Background: an optimization exercise with open tools, aiming at small area. Do not read the settings as production practice.
Only the layout flow was run in this run; the RTL was not checked for function there.
Power is estimated from default activity; no workload was simulated.

--- flow/design.v ---
module fanctl_add #(parameter W = 8) (
    input  wire [W-1:0] a,
    input  wire [W-1:0] b,
    input  wire         ci,
    output wire [W-1:0] s
);
    wire [W:0] c;
    assign c[0] = ci;
    genvar i;
    generate for (i = 0; i < W; i = i + 1) begin : g
        assign s[i]   = a[i] ^ b[i] ^ c[i];
        assign c[i+1] = (a[i] & b[i]) | (c[i] & (a[i] ^ b[i]));
    end endgenerate
endmodule
module fanctl (
    input  wire        clk,
    input  wire        rst,           
    input  wire        bus_wr,
    input  wire [2:0]  bus_addr,
    input  wire [31:0] bus_wdata,
    output reg  [31:0] bus_rdata,
    input  wire [7:0]  ticks,
    output wire        act_req,
    output wire [2:0]  act_op,
    output wire [5:0]  act_pin,
    output wire        act_val,
    input  wire        act_ack,
    input  wire        act_ok,
    input  wire [31:0] act_rdata,
    output reg         tr_set_valid,
    output wire [5:0]  tr_set_pin,
    output wire        tr_set_val,
    output reg         tr_dec_valid,
    output wire [3:0]  tr_dec_op,
    output wire [31:0] tr_dec_t,
    output reg  [3:0]  tr_dec_outcome,
    output wire [6:0]  tr_dec_perc,
    output wire        tr_dec_sleep
);
    localparam [2:0] ST_IDLE = 3'd0, ST_BUSY = 3'd1, ST_DONE = 3'd2,
                     ST_STOPPED = 3'd3, ST_FAULT = 3'd4;
    localparam [3:0] OP_FIXED = 4'h1, OP_HYST = 4'h2, OP_THERMO = 4'h3,
                     OP_RPIN = 4'h4, OP_RTEMP = 4'h5, OP_PULSE = 4'h6,
                     OP_STOP = 4'h7;
    localparam [3:0] F_NONE = 4'd0, F_SENSOR = 4'd1, F_OPEN = 4'd2,
                     F_CFG = 4'd3, F_IO = 4'd4, F_USAGE = 4'd5;
    localparam [3:0] O_SKIP = 4'd0, O_NONE = 4'd1, O_ON = 4'd2, O_OFF = 4'd3,
                     O_SLEEP = 4'd4, O_WAKE = 4'd5, O_INC = 4'd6,
                     O_DEC = 4'd7, O_HOLD = 4'd8;
    localparam [3:0] S_OPEN  = 4'b0000,
                     S_CFG   = 4'b0001,
                     S_SETH  = 4'b0010,    
                     S_GET   = 4'b0011,
                     S_CLOSE = 4'b0100,
                     S_BIND  = 4'b0101,
                     S_TREAD = 4'b0110,
                     S_SETL  = 4'b1010,    
                     S_SETV  = 4'b1011,    
                     S_WAITH = 4'b1000,
                     S_WAITL = 4'b1001,
                     S_WAITS = 4'b1100,    
                     S_IDLE  = 4'b1111;
    localparam [2:0] E_IDLE = 3'd0, E_SENSOR = 3'd1, E_OPEN = 3'd2, E_CFG = 3'd3,
                     E_IO = 3'd4, E_USAGE = 3'd5, E_DONE = 3'd6, E_STOPPED = 3'd7;
    localparam [2:0] WL_NONE = 3'd0, WL_STEP = 3'd1, WL_PH = 3'd2,
                     WL_PL = 3'd3, WL_SEC = 3'd4;
    localparam [31:0] INVALID = 32'hFFFFFC19;    
    reg [31:0] cmdlat;            
    reg        cv;                
    reg [2:0]  ctrl;              
    reg [31:0] temp;
    reg        tv;                
    reg [14:0] usec_c;            
    reg [2:0]  ecode;
    wire       e_ds  = ecode[2] & ecode[1];
    wire [2:0] state = busy ? ST_BUSY : (ecode == 3'd0) ? ST_IDLE :
                       e_ds ? {2'b01, ecode[0]} : ST_FAULT;
    wire [3:0] fcode = {1'b0, ecode & {3{!e_ds}}};
    reg        held, sbound, line, lvalid, sleep, rej;
    reg [6:0]  perc;
    reg [3:0]  seq;
    reg [1:0]  l_verb;
    reg        l_sfilt;
    reg        stopreq;
    reg [14:0] wr;
    reg [5:0]  wc;
    wire        busy   = (seq != S_IDLE);
    wire [3:0]  l_op   = cmdlat[3:0];
    wire [5:0]  l_pin  = cmdlat[9:4];
    wire [5:0]  f_fld  = cmdlat[15:10];
    wire [15:0] l_arg  = cmdlat[31:16];
    wire        setv   = wr[0];
    wire op_fixed  = (l_op[2:0] == 3'd1);
    wire op_hyst   = (l_op[2:0] == 3'd2);
    wire op_thermo = (l_op[2:0] == 3'd3);
    wire op_rpin   = (l_op[2:0] == 3'd4);
    wire op_pulse  = (l_op[2:0] == 3'd6);
    wire [17:0] u9;
    fanctl_add #(15) a_u9 (.a({3'd0, usec_c[14:3]}), .b(usec_c), .ci(1'b0), .s(u9[17:3]));
    assign u9[2:0] = usec_c[2:0];
    wire [18:0] u25;
    fanctl_add #(15) a_u25 (.a({1'b0, u9[17:4]}), .b(usec_c), .ci(1'b0), .s(u25[18:4]));
    assign u25[3:0] = u9[3:0];
    wire [20:0] usec = {u25, 2'b00};
    wire [31:0] status = {9'd0, perc, 3'd0, rej, fcode, sleep, lvalid, line,
                          sbound, held, state};
    always @(*) begin
        case (bus_addr)
            3'd0:    bus_rdata = cmdlat & {32{cv}};
            3'd1:    bus_rdata = status;
            3'd2:    bus_rdata = {29'd0, ctrl};
            3'd3:    bus_rdata = tv ? temp : INVALID;
            3'd4:    bus_rdata = {11'd0, usec};
            default: bus_rdata = 32'd0;
        endcase
    end
    wire cmd_wr   = bus_wr && (bus_addr == 3'd0);
    wire ctrl_wr  = bus_wr && (bus_addr == 3'd2);
    wire w_stop   = (bus_wdata[3:0] == OP_STOP);
    wire stop_now = stopreq | (cmd_wr && w_stop);
    wire acc      = cmd_wr && !busy && !w_stop;
    wire [3:0]  w_op   = bus_wdata[3:0];
    wire [5:0]  w_pin  = bus_wdata[9:4];
    wire [5:0]  w_freq = bus_wdata[15:10];
    wire [15:0] w_arg  = bus_wdata[31:16];
    reg w_valid;
    always @(*) begin
        case (w_op)
            OP_FIXED, OP_PULSE: w_valid = (w_pin <= 6'd53) && (w_freq <= 6'd50) && (w_arg <= 16'd100);
            OP_HYST:            w_valid = (w_pin <= 6'd53);
            OP_THERMO:          w_valid = (w_pin <= 6'd53) && (w_freq <= 6'd50);
            OP_RPIN:            w_valid = (w_pin <= 6'd53);
            OP_RTEMP:           w_valid = 1'b1;
            default:            w_valid = 1'b0;
        endcase
    end
    wire [13:0] qm =
        (f_fld == 6'd0) ? 14'd399 :
        (f_fld == 6'd1) ? 14'd9999 :
        (f_fld == 6'd2) ? 14'd4999 :
        (f_fld == 6'd3) ? 14'd3332 :
        (f_fld == 6'd4) ? 14'd2499 :
        (f_fld == 6'd5) ? 14'd1999 :
        (f_fld == 6'd6) ? 14'd1665 :
        (f_fld == 6'd7) ? 14'd1427 :
        (f_fld == 6'd8) ? 14'd1249 :
        (f_fld == 6'd9) ? 14'd1110 :
        (f_fld == 6'd10) ? 14'd999 :
        (f_fld == 6'd11) ? 14'd908 :
        (f_fld == 6'd12) ? 14'd832 :
        (f_fld == 6'd13) ? 14'd768 :
        (f_fld == 6'd14) ? 14'd713 :
        (f_fld == 6'd15) ? 14'd665 :
        (f_fld == 6'd16) ? 14'd624 :
        (f_fld == 6'd17) ? 14'd587 :
        (f_fld == 6'd18) ? 14'd554 :
        (f_fld == 6'd19) ? 14'd525 :
        (f_fld == 6'd20) ? 14'd499 :
        (f_fld == 6'd21) ? 14'd475 :
        (f_fld == 6'd22) ? 14'd453 :
        (f_fld == 6'd23) ? 14'd433 :
        (f_fld == 6'd24) ? 14'd415 :
        (f_fld == 6'd25) ? 14'd399 :
        (f_fld == 6'd26) ? 14'd383 :
        (f_fld == 6'd27) ? 14'd369 :
        (f_fld == 6'd28) ? 14'd356 :
        (f_fld == 6'd29) ? 14'd343 :
        (f_fld == 6'd30) ? 14'd332 :
        (f_fld == 6'd31) ? 14'd321 :
        (f_fld == 6'd32) ? 14'd311 :
        (f_fld == 6'd33) ? 14'd302 :
        (f_fld == 6'd34) ? 14'd293 :
        (f_fld == 6'd35) ? 14'd284 :
        (f_fld == 6'd36) ? 14'd276 :
        (f_fld == 6'd37) ? 14'd269 :
        (f_fld == 6'd38) ? 14'd262 :
        (f_fld == 6'd39) ? 14'd255 :
        (f_fld == 6'd40) ? 14'd249 :
        (f_fld == 6'd41) ? 14'd242 :
        (f_fld == 6'd42) ? 14'd237 :
        (f_fld == 6'd43) ? 14'd231 :
        (f_fld == 6'd44) ? 14'd226 :
        (f_fld == 6'd45) ? 14'd221 :
        (f_fld == 6'd46) ? 14'd216 :
        (f_fld == 6'd47) ? 14'd211 :
        (f_fld == 6'd48) ? 14'd207 :
        (f_fld == 6'd49) ? 14'd203 :
        14'd199;
    wire [6:0]  duty = op_thermo ? perc : l_arg[6:0];
    wire [14:0] usec_pulse;
    fanctl_add #(15) a_us (.a(usec_c), .b({1'b0, qm}), .ci(1'b1), .s(usec_pulse));
    wire        usec_ovf = (usec_pulse >= 15'd10000);        
    wire        in_wait = (seq[3:2] == 2'b10 && !seq[1]) || (seq == S_WAITS);
    wire [14:0] wq1     = (seq == S_WAITS) ? 15'd19999 : {qm, 1'b1};
    wire [15:0] wx;      
    fanctl_add #(16) a_wx (.a({1'b0, wr}), .b(~{8'd0, ticks}), .ci(1'b1), .s(wx));
    wire        t_ge_r  = wx[15];                   
    wire        wdone   = t_ge_r && (wc == 6'd0);
    wire [14:0] wr_wrap;
    fanctl_add #(15) a_ww (.a(wq1), .b(wx[14:0]), .ci(1'b1), .s(wr_wrap));
    wire [31:0] rd   = act_rdata;
    wire [15:0] tgt  = l_arg;
    wire        d_sat = !((rd[31:25] == 7'b0000000) || (rd[31:25] == 7'b1111111));
    wire [16:0] dx;
    fanctl_add #(17) a_dx (.a(rd[26:10]), .b(~{tgt[15], tgt}), .ci(1'b1), .s(dx));
    wire [17:0] z3;
    assign z3[0] = tgt[0];
    fanctl_add #(17) a_z3 (.a({tgt[15], tgt}), .b({{2{tgt[15]}}, tgt[15:1]}), .ci(1'b0), .s(z3[17:1]));
    wire [23:0] da;
    fanctl_add #(24) a_da (.a({dx, rd[9:3]}), .b({{6{z3[17]}}, z3}), .ci(1'b0), .s(da));
    wire signed [23:0] sda = da;
    wire [2:0]  dr   = rd[2:0];
    wire        tneg = tgt[15];
    wire        tz   = (tgt == 16'd0);
    wire        c_lo    = d_sat ? rd[31]  : (sda < -24'sd625);                        
    wire        c_hi    = d_sat ? !rd[31] : !da[23];                                   
    wire        c_above = d_sat ? !rd[31] : (!da[23] && (da != 24'd0 || dr != 3'd0));  
    wire        c_inc   = d_sat ? !rd[31] : ((sda > 24'sd62) ||
                          (sda == 24'sd62 && dr >= (tneg ? 3'd5 : 3'd4)));            
    wire        c_dec   = d_sat ? rd[31]  : ((sda < -24'sd63) ||
                          (sda == -24'sd63 && dr < ((tneg | tz) ? 3'd5 : 3'd4)));     
    wire        th_skip = l_sfilt && (rd == INVALID);
    wire       ev_down = !c_inc || (perc == 7'd100);
    wire [6:0] perc_pm;
    fanctl_add #(7) a_pm (.a(perc), .b({{6{ev_down}}, 1'b1}), .ci(1'b0), .s(perc_pm));
    reg [3:0] ev_out;
    reg       ev_sleep;
    reg [6:0] ev_perc;
    always @(*) begin
        ev_sleep = sleep;
        ev_perc  = perc;
        if (th_skip) begin
            ev_out = O_SKIP;
        end else if (c_lo && !sleep) begin
            ev_sleep = 1'b1;
            ev_out   = O_SLEEP;
        end else if (c_hi && sleep) begin
            ev_sleep = 1'b0;
            ev_out   = O_WAKE;
        end else if (!sleep) begin
            if (c_inc && (perc != 7'd100)) begin
                ev_perc = perc_pm;
                ev_out  = O_INC;
            end else if (c_dec && (perc != 7'd0)) begin
                ev_perc = perc_pm;
                ev_out  = O_DEC;
            end else begin
                ev_out  = O_HOLD;
            end
        end else begin
            ev_out = O_NONE;
        end
    end
    function [3:0] th_dispatch(input s, input [6:0] p);
        if (s || p == 7'd100) th_dispatch = S_GET;
        else if (p == 7'd0)   th_dispatch = S_SETL;
        else                  th_dispatch = S_SETH;
    endfunction
    assign act_req = !seq[3] || (seq[3:1] == 3'b101);
    assign act_op  = seq[3] ? 3'd2 : seq[2:0];
    assign act_pin = l_pin;
    assign act_val = (seq == S_SETH) || ((seq == S_SETV) && setv);
    assign tr_set_pin   = l_pin;
    assign tr_set_val   = line;
    assign tr_dec_op    = l_op;
    assign tr_dec_t     = temp;
    assign tr_dec_perc  = perc;
    assign tr_dec_sleep = sleep;
    wire g = act_rdata[0];
    wire ack = act_req && act_ack;
    reg  [3:0] n_seq;
    reg        t_do, t_h;
    reg  [2:0] t_e;
    reg        g_do;
    reg  [3:0] g_lbl;
    reg        pe;
    reg        line_we, line_v, lvalid_v;
    reg        held_set, close_ack, sbound_set;
    reg        setv_we, setv_v, hyf_we;
    reg  [2:0] wl;
    reg        u_zero, u_sec, u_pulse;
    reg        temp_ld, th_ld;
    reg        dec_do, set_do;
    reg  [3:0] dec_out;
    always @(*) begin
        n_seq = seq;
        t_do = 1'b0; t_h = held; t_e = E_STOPPED;
        g_do = 1'b0; g_lbl = seq;
        pe = 1'b0;
        line_we = 1'b0; line_v = 1'b0; lvalid_v = 1'b0;
        held_set = 1'b0; close_ack = 1'b0; sbound_set = 1'b0;
        setv_we = 1'b0; setv_v = 1'b0; hyf_we = 1'b0;
        wl = WL_NONE;
        u_zero = 1'b0; u_sec = 1'b0; u_pulse = 1'b0;
        temp_ld = 1'b0; th_ld = 1'b0;
        dec_do = 1'b0; set_do = 1'b0; dec_out = ev_out;
        if (in_wait) begin
            if (ticks != 8'd0) begin
                if (stop_now)
                    t_do = 1'b1;
                else if (!wdone)
                    wl = WL_STEP;
                else case (seq)
                    S_WAITH: n_seq = S_SETL;
                    S_WAITL: pe = 1'b1;
                    default: begin
                        u_sec = op_thermo;
                        n_seq = S_TREAD;              
                    end
                endcase
            end
        end else if (ack) begin
            case (seq)
                S_OPEN: begin
                    if (!act_ok) begin
                        t_do = 1'b1; t_h = 1'b0; t_e = E_OPEN;
                    end else begin
                        held_set = 1'b1; t_h = 1'b1;
                        g_do = 1'b1; g_lbl = op_rpin ? S_GET : S_CFG;
                    end
                end
                S_CFG: begin
                    if (!act_ok) begin
                        t_do = 1'b1; t_e = E_CFG;
                    end else begin
                        g_do = 1'b1;
                        if (op_fixed) begin
                            if (l_arg[6:0] == 7'd0 || l_arg[6:0] == 7'd100) begin
                                setv_we = 1'b1; setv_v = l_arg[2];
                                g_lbl = S_SETV;
                            end else
                                g_lbl = S_SETH;
                        end else if (op_pulse)
                            g_lbl = (l_arg[6:0] != 7'd0) ? S_SETH : S_SETL;
                        else if (op_hyst)
                            g_lbl = S_BIND;           
                        else
                            g_lbl = S_SETH;           
                    end
                end
                S_SETH, S_SETL, S_SETV: begin
                    line_we = 1'b1;
                    if (!act_ok) begin
                        t_do = 1'b1; t_e = E_IO;
                    end else begin
                        lvalid_v = 1'b1;
                        set_do = 1'b1;
                        if (seq == S_SETH) begin
                            line_v = 1'b1;
                            wl = WL_PH;
                            g_do = 1'b1; g_lbl = S_WAITH;
                        end else if (seq == S_SETL) begin
                            if (duty == 7'd100) pe = 1'b1;
                            else begin
                                wl = WL_PL;
                                g_do = 1'b1; g_lbl = S_WAITL;
                            end
                        end else begin
                            line_v = setv;
                            if (op_fixed) begin
                                t_do = 1'b1; t_e = E_DONE;
                            end else begin
                                dec_do = op_hyst;
                                dec_out = setv ? O_ON : O_OFF;
                                wl = WL_SEC;
                                g_do = 1'b1; g_lbl = S_WAITS;
                            end
                        end
                    end
                end
                S_GET: begin
                    line_we = 1'b1;
                    if (!act_ok) begin
                        t_do = 1'b1; t_e = E_IO;
                    end else begin
                        line_v = g; lvalid_v = 1'b1;
                        g_do = 1'b1;
                        if (op_rpin) begin
                            g_do = 1'b0;
                            t_do = 1'b1; t_e = E_DONE;
                        end else if (op_hyst) begin
                            if (wr[1] && !g) begin
                                setv_we = 1'b1; setv_v = 1'b1;
                                g_lbl = S_SETV;
                            end else if (wr[2] && g) begin
                                setv_we = 1'b1; setv_v = 1'b0;
                                g_lbl = S_SETV;
                            end else begin
                                dec_do = 1'b1; dec_out = O_NONE;
                                wl = WL_SEC;
                                g_lbl = S_WAITS;
                            end
                        end else begin
                            if (g == sleep) begin
                                setv_we = 1'b1; setv_v = !sleep;
                                g_lbl = S_SETV;
                            end else begin
                                wl = WL_SEC;
                                g_lbl = S_WAITS;
                            end
                        end
                    end
                end
                S_BIND: begin
                    if (!act_ok) begin
                        t_do = 1'b1; t_e = E_SENSOR;
                    end else begin
                        sbound_set = 1'b1;
                        g_do = 1'b1; g_lbl = S_TREAD;
                    end
                end
                S_TREAD: begin
                    temp_ld = 1'b1;
                    if (op_hyst) begin
                        g_do = 1'b1;
                        if (th_skip) begin
                            dec_do = 1'b1; dec_out = O_SKIP;
                            wl = WL_SEC;
                            g_lbl = S_WAITS;
                        end else begin
                            hyf_we = 1'b1;
                            g_lbl = S_GET;
                        end
                    end else if (op_thermo) begin
                        u_zero = 1'b1;
                        th_ld = 1'b1;
                        dec_do = 1'b1;
                        g_do = 1'b1; g_lbl = th_dispatch(ev_sleep, ev_perc);
                    end else begin
                        t_do = 1'b1; t_e = E_DONE;
                    end
                end
                default: begin  
                    close_ack = 1'b1;
                    n_seq = S_IDLE;
                end
            endcase
        end
        if (pe) begin
            if (op_fixed) begin
                g_do = 1'b1; g_lbl = S_SETH;
            end else if (op_pulse) begin
                t_do = 1'b1; t_e = E_DONE;
            end else begin
                u_pulse = 1'b1;
                g_do = 1'b1;
                g_lbl = usec_ovf ? (sbound ? S_TREAD : S_BIND) : (perc == 7'd0) ? S_SETL : S_SETH;
            end
        end
        if (g_do) begin
            if (stop_now) begin
                t_do = 1'b1; t_e = E_STOPPED;
            end else
                n_seq = g_lbl;
        end
        if (t_do)
            n_seq = t_h ? S_CLOSE : S_IDLE;
    end
    wire pend_we = t_do && t_h;
    wire st_we   = t_do && !t_h;
    wire clr = rst || acc;
    always @(posedge clk) begin
        if (rst)          ctrl <= 3'b100;
        else if (ctrl_wr) ctrl <= bus_wdata[2:0];
        if (acc) cmdlat <= bus_wdata;
        if (rst)      cv <= 1'b0;
        else if (acc) cv <= 1'b1;
        if (acc) begin
            l_verb  <= ctrl[1:0];
            l_sfilt <= ctrl[2];
        end
        if (temp_ld) temp <= act_rdata;
        if (clr)          tv <= 1'b0;
        else if (temp_ld) tv <= 1'b1;
        if (clr || u_zero) usec_c <= 15'd0;
        else if (u_sec)    usec_c <= 15'd10000;
        else if (u_pulse)  usec_c <= usec_pulse;
        if (rst)            ecode <= E_IDLE;
        else if (acc)       ecode <= w_valid ? E_IDLE : E_USAGE;
        else if (st_we)     ecode <= t_e;
        else if (close_ack) ecode <= wr[2:0];
        if (rst)           seq <= S_IDLE;
        else if (acc)      seq <= !w_valid ? S_IDLE : (w_op == OP_RTEMP) ? S_BIND : S_OPEN;
        else               seq <= n_seq;
        if (clr || close_ack) held <= 1'b0;
        else if (held_set)    held <= 1'b1;
        if (clr)             sbound <= 1'b0;
        else if (sbound_set) sbound <= 1'b1;
        if (clr) begin
            line   <= 1'b0;
            lvalid <= 1'b0;
        end else if (line_we) begin
            line   <= line_v;
            lvalid <= lvalid_v;
        end
        if (clr) begin
            sleep <= 1'b0;
            perc  <= (rst || w_op != OP_THERMO) ? 7'd0 : 7'd50;
        end else if (th_ld) begin
            sleep <= ev_sleep;
            perc  <= ev_perc;
        end
        if (clr)                     rej <= 1'b0;
        else if (cmd_wr && !w_stop)  rej <= 1'b1;
        if (acc)                     stopreq <= 1'b0;
        else if (cmd_wr && w_stop)   stopreq <= 1'b1;
        if (pend_we)
            wr[2:0] <= t_e;
        else begin
            case (wl)
                WL_STEP: wr <= t_ge_r ? wr_wrap : wx[14:0];
                WL_PH, WL_PL: wr <= duty[0] ? {1'b0, qm} : {qm, 1'b1};
                WL_SEC:  wr <= 15'd19999;
                default: ;
            endcase
            if (setv_we) wr[0] <= setv_v;
            if (hyf_we)  wr[2:1] <= {c_lo, c_above};
        end
        case (wl)
            WL_STEP: if (t_ge_r) wc <= wc - 6'd1;
            WL_PH:   wc <= duty[6:1] - {5'd0, !duty[0]};
            WL_PL:   wc <= 6'd49 - duty[6:1];
            WL_SEC:  wc <= 6'd49;
            default: ;
        endcase
        tr_set_valid   <= !rst && set_do && l_verb[1];
        tr_dec_valid   <= !rst && dec_do && (l_verb != 2'd0);
        tr_dec_outcome <= dec_out;
    end
endmodule
--- flow/flow/run.sh ---
#!/bin/bash
# Own layout flow: the standard flow (standard.sh) with two changes:
#  - ABC maps the synthesised logic with an area-oriented script (flow/abc_area.script)
#    in place of ORFS's abc_area.script; everything else in synthesis is unchanged;
#  - the port buffers that placement inserts are the smallest buffer (buf_1), and
#    synthesis adds no buffers of its own between registers and ports (placement buffers
#    every port anyway).
# Each tool's output is kept in the ORFS logs under orfs/logs; standard.sh's own output
# goes to standard.log in this folder.
set -euo pipefail
W=$(pwd)
rm -rf "$W/scripts_own"
cp -r "$FLOW_HOME/scripts" "$W/scripts_own"
cp "$W/flow/abc_area.script" "$W/scripts_own/abc_area.script"
export SCRIPTS_DIR="$W/scripts_own"
export BUFFER_PORTS_ARGS="-buffer_cell sky130_fd_sc_hd__buf_1"
export SYNTH_INSBUF=0
bash "$W/standard.sh" > "$W/standard.log" 2>&1
--- flow/flow/abc_area.script ---
strash
&get -n
&st
&dch
&nf -R 1000
&put
strash
&get -n
&st
&dch
&nf -R 1000
&put
strash
&get -n
&st
&dch
&nf -R 1000
&put
topo
--- flow/standard.sh ---
#!/bin/bash
# synth_recipe.tcl (not shown) runs the flow's synth.tcl, then flattens the netlist and writes it again
# the make line also repeats each setting of config.mk as NAME=value (left out here)
make -C /OpenROAD-flow-scripts/flow DESIGN_CONFIG=/design/flow/config.mk WORK_HOME=/design/flow/orfs CLKGATE_MAP_FILE= SYNTH_SCRIPT=/design/flow/synth_recipe.tcl "${@:-finish}"
--- flow/config.mk ---
export PLATFORM = sky130hd
export DESIGN_NAME = fanctl
export DESIGN_NICKNAME = fanctl
export VERILOG_FILES = /design/flow/design.v
export SDC_FILE = /design/flow/constraint.sdc
export NUM_CORES = 4
export LEC_CHECK = 0
export ABC_AREA = 1
export CAP_MARGIN = 0
export CORE_MARGIN = 2
export CORE_UTILIZATION = 55
export CTS_BUF_LIST = sky130_fd_sc_hd__clkbuf_8
export CTS_CLUSTER_DIAMETER = 100
export CTS_CLUSTER_SIZE = 30
export GPL_TIMING_DRIVEN = 0
export PLACE_DENSITY = 0.65
export SLEW_MARGIN = 0
--- flow/constraint.sdc ---
create_clock -name core_clock -period 50.0 [get_ports {clk}]
set_input_delay 10.0000 -clock core_clock [delete_from_list [all_inputs] [get_ports {clk}]]
set_output_delay 10.0000 -clock core_clock [all_outputs]
set_load 0.01 [all_outputs]
==> run summary <==
Outcome -> no timing/DRC/antenna violations
Vias -> 10600
Sw frac -> 0.302
Max-cap violations -> 0
Vias in the first global route -> 10400
Fin crit period -> 24170 ps
Power per cell area -> 21.9 nW/um^2
Post-DP HPWL -> 29800 um
Final hold violation count -> 0
FF-to-FF path depth -> 49
Post-route DRC -> 0
Initial core utilization -> 0.558
Post-CTS Setup Bufs -> 0
Critical path data required time -> 50310 ps
Critical path peak fanout -> 6
# port buffers -> 179
1st-pass router iterations -> 5
Psw -> 0.0850 mW
GRT Residual Overflow -> 0
Mapped Avg Cell Area -> 9.18 um^2
Avg Vias per Cell -> 6.21
Fraction of registers with async set/reset -> 0
Delay of the slowest critical-path stage -> 800 ps
#FFs+latches synth -> 135
Post-CTS Hold Buffers -> 0
Setup_tns -> 0 ps
Synth top cells by count -> 163 x clkinv_1, 131 x nor2_1, 114 x nand2_1
Clk Latency, worst-skew pair -> 470 ps
Die X-Extent -> 147 um
Clk_skew -> 18.4 ps
Post-synth top area cell -> edfxtp_1
GP Congestion -> 0.976
Initial antenna violation count -> 0
Synth area leaders -> edfxtp_1 25%, fa_1 20%, dfxtp_1 7.1%
Max IR drop VDD -> 0.0163 mV
Max Clk Rate -> 41.4 MHz
Clock-pin slew on the worst setup and hold paths -> 90 ps
Leak -> 4.41 nW
Worst Hold Path EP -> cv
Final worst-path cycle share -> 0.483
Clock power share -> 0.376
Net count, final -> 1659
Max-slew violation count -> 0
Pin count of the biggest net entering global routing -> 36
Setup-failing EPs final -> 0
Hold_sp -> cv
Worst-margin pin slew -> 1370 ps
Worst EP arrival -> 24480 ps
Mapped Cells -> 1227
Clk root buf -> clkbuf_8
Min Hold Slack -> 464 ps
Post-route antenna net violation count -> 0
Worst hold path depth -> 2
EDFF count, synth -> 95
R2R setup slack -> 33830 ps
WL/cell -> 21.7 um
Share of cells above drive strength 1 -> 0.0277
Area growth syn-to-layout -> 13.9%
CP Class -> input port to flop
Multi-input gate area -> 7010 um^2
RSZ-0062 raised after global routing -> no
CTS resizes -> 0
Fillers -> 1801
Global Route Usage Sum -> 0.350
Global-route wire length before repair -> 57700 um
Combinational power share -> 0.179
Design area -> 12800 um^2
Hold Path Class -> flop to flop
DP Area -> 12400 um^2
Iter 0 DRT Violations -> 1020
Rel. slew slack -> 0.0762
Seq pwr share -> 0.446
Top FF cell, synth -> edfxtp_1
CORE AREA -> 20200 um^2
Post-synth cell types -> 59
# rows -> 52
Reg2reg start -> cmdlat[18]
Sequential share of the synthesized area -> 0.324
IO Pins -> 180
Register area -> 3650 um^2
Count leader, synth -> clkinv_1
Die height -> 147 um
CP max stage cell -> o41ai_1
Net count after synthesis -> 1454
Cts bufs inserted -> 17
H-tree depth -> 4
DRT Wirelength -> 37300 um
RR Endpoint -> seq[3]
Synthesized area -> 11300 um^2
Post-synth top area share -> 0.253
# diodes -> 0
Ys Warns -> 1
Crit path launch type -> input port
Crit path top cell by count -> fa_1
Clk sinks -> 135
Total internal power -> 0.197 mW
Crit. End Element -> flop
Bufs on Longest Clock Path -> 2
TritonCTS clock tree -> done
Die Area -> 21600 um^2
==> worst max path at each step <==
stage,start,to,slack (ps),cells after the start
4_1_cts,act_rdata[3],seq[3],26170,49
3_3_place_gp,act_rdata[3],seq[3],25640,49
3_5_place_dp,act_rdata[3],seq[3],25720,49
6_report,act_rdata[3],seq[3],25830,49
5_1_grt,act_rdata[3],seq[3],25420,49
2_1_floorplan,act_rdata[3],seq[3],27030,48
==> flip-flops by register name, indices dropped and copies added, names as in the netlist, 3 cells and up <==
register and count:
temp 32, ecode 3, wc 6, wr 15
cmdlat 32, ctrl 3, usec_c 15, perc 7
seq 4, tr_dec_outcome 4
==> logic make-up (layout without fill, tap and decap cells) <==
| group | count (synthesis) | count (layout) | synth area share |
|---|---|---|---|
| and+or+nand+nor | 456 | 456 | 0.193 |
| AOI/OAI and AO/OA | 297 | 297 | 0.166 |
| buffers and inverters | 163 | 380 | 0.0543 |
| adders and majority gates | 147 | 147 | 0.238 |
| DFF | 135 | 135 | 0.324 |
| xor gates and xnor gates | 16 | 16 | 0.0124 |
| muxes | 13 | 13 | 0.0122 |
==> per-stage QoR <==
stage / worst slack (ps) / util / cells / total power, mW
after floorplan: 27030 / - / 1227 / 0.159
final: 25830 / 0.636 / 1714 / 0.282
after global routing: 25420 / 0.636 / 1714 / 0.293
after global placement: 25640 / 0.609 / 1676 / 0.176
after detailed placement: 25720 / 0.613 / 1682 / 0.177
after CTS: 26170 / 0.635 / 1713 / 0.281
==> worst max-delay path, delay by kind of cell <==
kind	cells	cell delay, ps
AO/OA/AOI/OAI	9	1850
AND/OR/NAND/NOR	7	1670
XOR/XNOR	1	120
adder cells (fa/ha/maj)	28	10510
buffers and inverters	4	320
==> layout make-up <==
| class | instances | area share |
|---|---|---|
| sequential | 135 | 0.285 |
| clock buffer | 17 | 0.0182 |
| tap | 270 | 0.0263 |
| timing repair buffer | 186 | 0.0600 |
| clock inverter | 14 | 0.0166 |
| inverter | 163 | 0.0477 |
| multi-input combinational | 929 | 0.546 |
==> power groups by stage <==
stage	sequential, mW	clock [mW]	combinational, mW
finish	0.125	0.106	0.0503
global route	0.126	0.111	0.0568
global placement	0.128	0	0.0481
floorplan	0.127	0	0.0319
CTS	0.125	0.106	0.0496
detailed placement	0.128	0	0.0493
==> cell usage in the layout (no fill, tap or decap), types with 7 or more instances in the layout <==
cell,count
a211oi_1,19
a21oi_1,77
a221o_1,7
a222oi_1,8
a22oi_1,10
a31oi_1,19
and2_0,8
buf_1,179
clkbuf_8,17
clkinv_1,163
dfxtp_1,40
edfxtp_1,95
fa_1,112
ha_1,35
mux2i_1,7
nand2_1,114
nand2b_1,14
nand3_1,43
nand4_1,16
nor2_1,131
nor2b_1,28
nor3_1,46
nor4_1,16
o211ai_1,15
o21ai_0,86
o22ai_1,8
or3_1,8
xnor2_1,8
xor2_1,8
==> per-layer routing <==
layer	track usage	vias to the layer above	routed length [um]	share of wire
li1	-	4809	-	-
met2	0.568	553	17700	0.47
met1	0.471	5191	14900	0.40
met5	0	-	0	0
met4	0.136	0	1300	0.035
met3	0.0624	87	3380	0.091

[re-timing with driven ports]
The results above use ideal ports. As a check the final layout listed here was re-extracted and re-timed, cells and wires unchanged.
Step 1 sets driving cells, clkbuf_16 on the clock port and buf_2 on the other inputs (assumed; they add their load-dependent delay and slew).
Step 2 moves the port delays by t, midway between the first and last clock arrival at a register: inputs arrive t later, outputs are due t later. That takes back most of the time a late clock gives input paths.
Three values: ideal, step 1, step 2; two values: the first two.
t (ns): 0.505
setup WS [ns]: 25.832 / 25.858 / 25.353
hold slack, ns: 0.464 / 0.464 / 0.464
latest minus earliest clock arrival (ns): 0.018 / 0.018
After both steps this run still meets setup and hold. For this run, drivers alone change the setup slack by +0.026 ns; drivers and shift together by -0.479 ns.
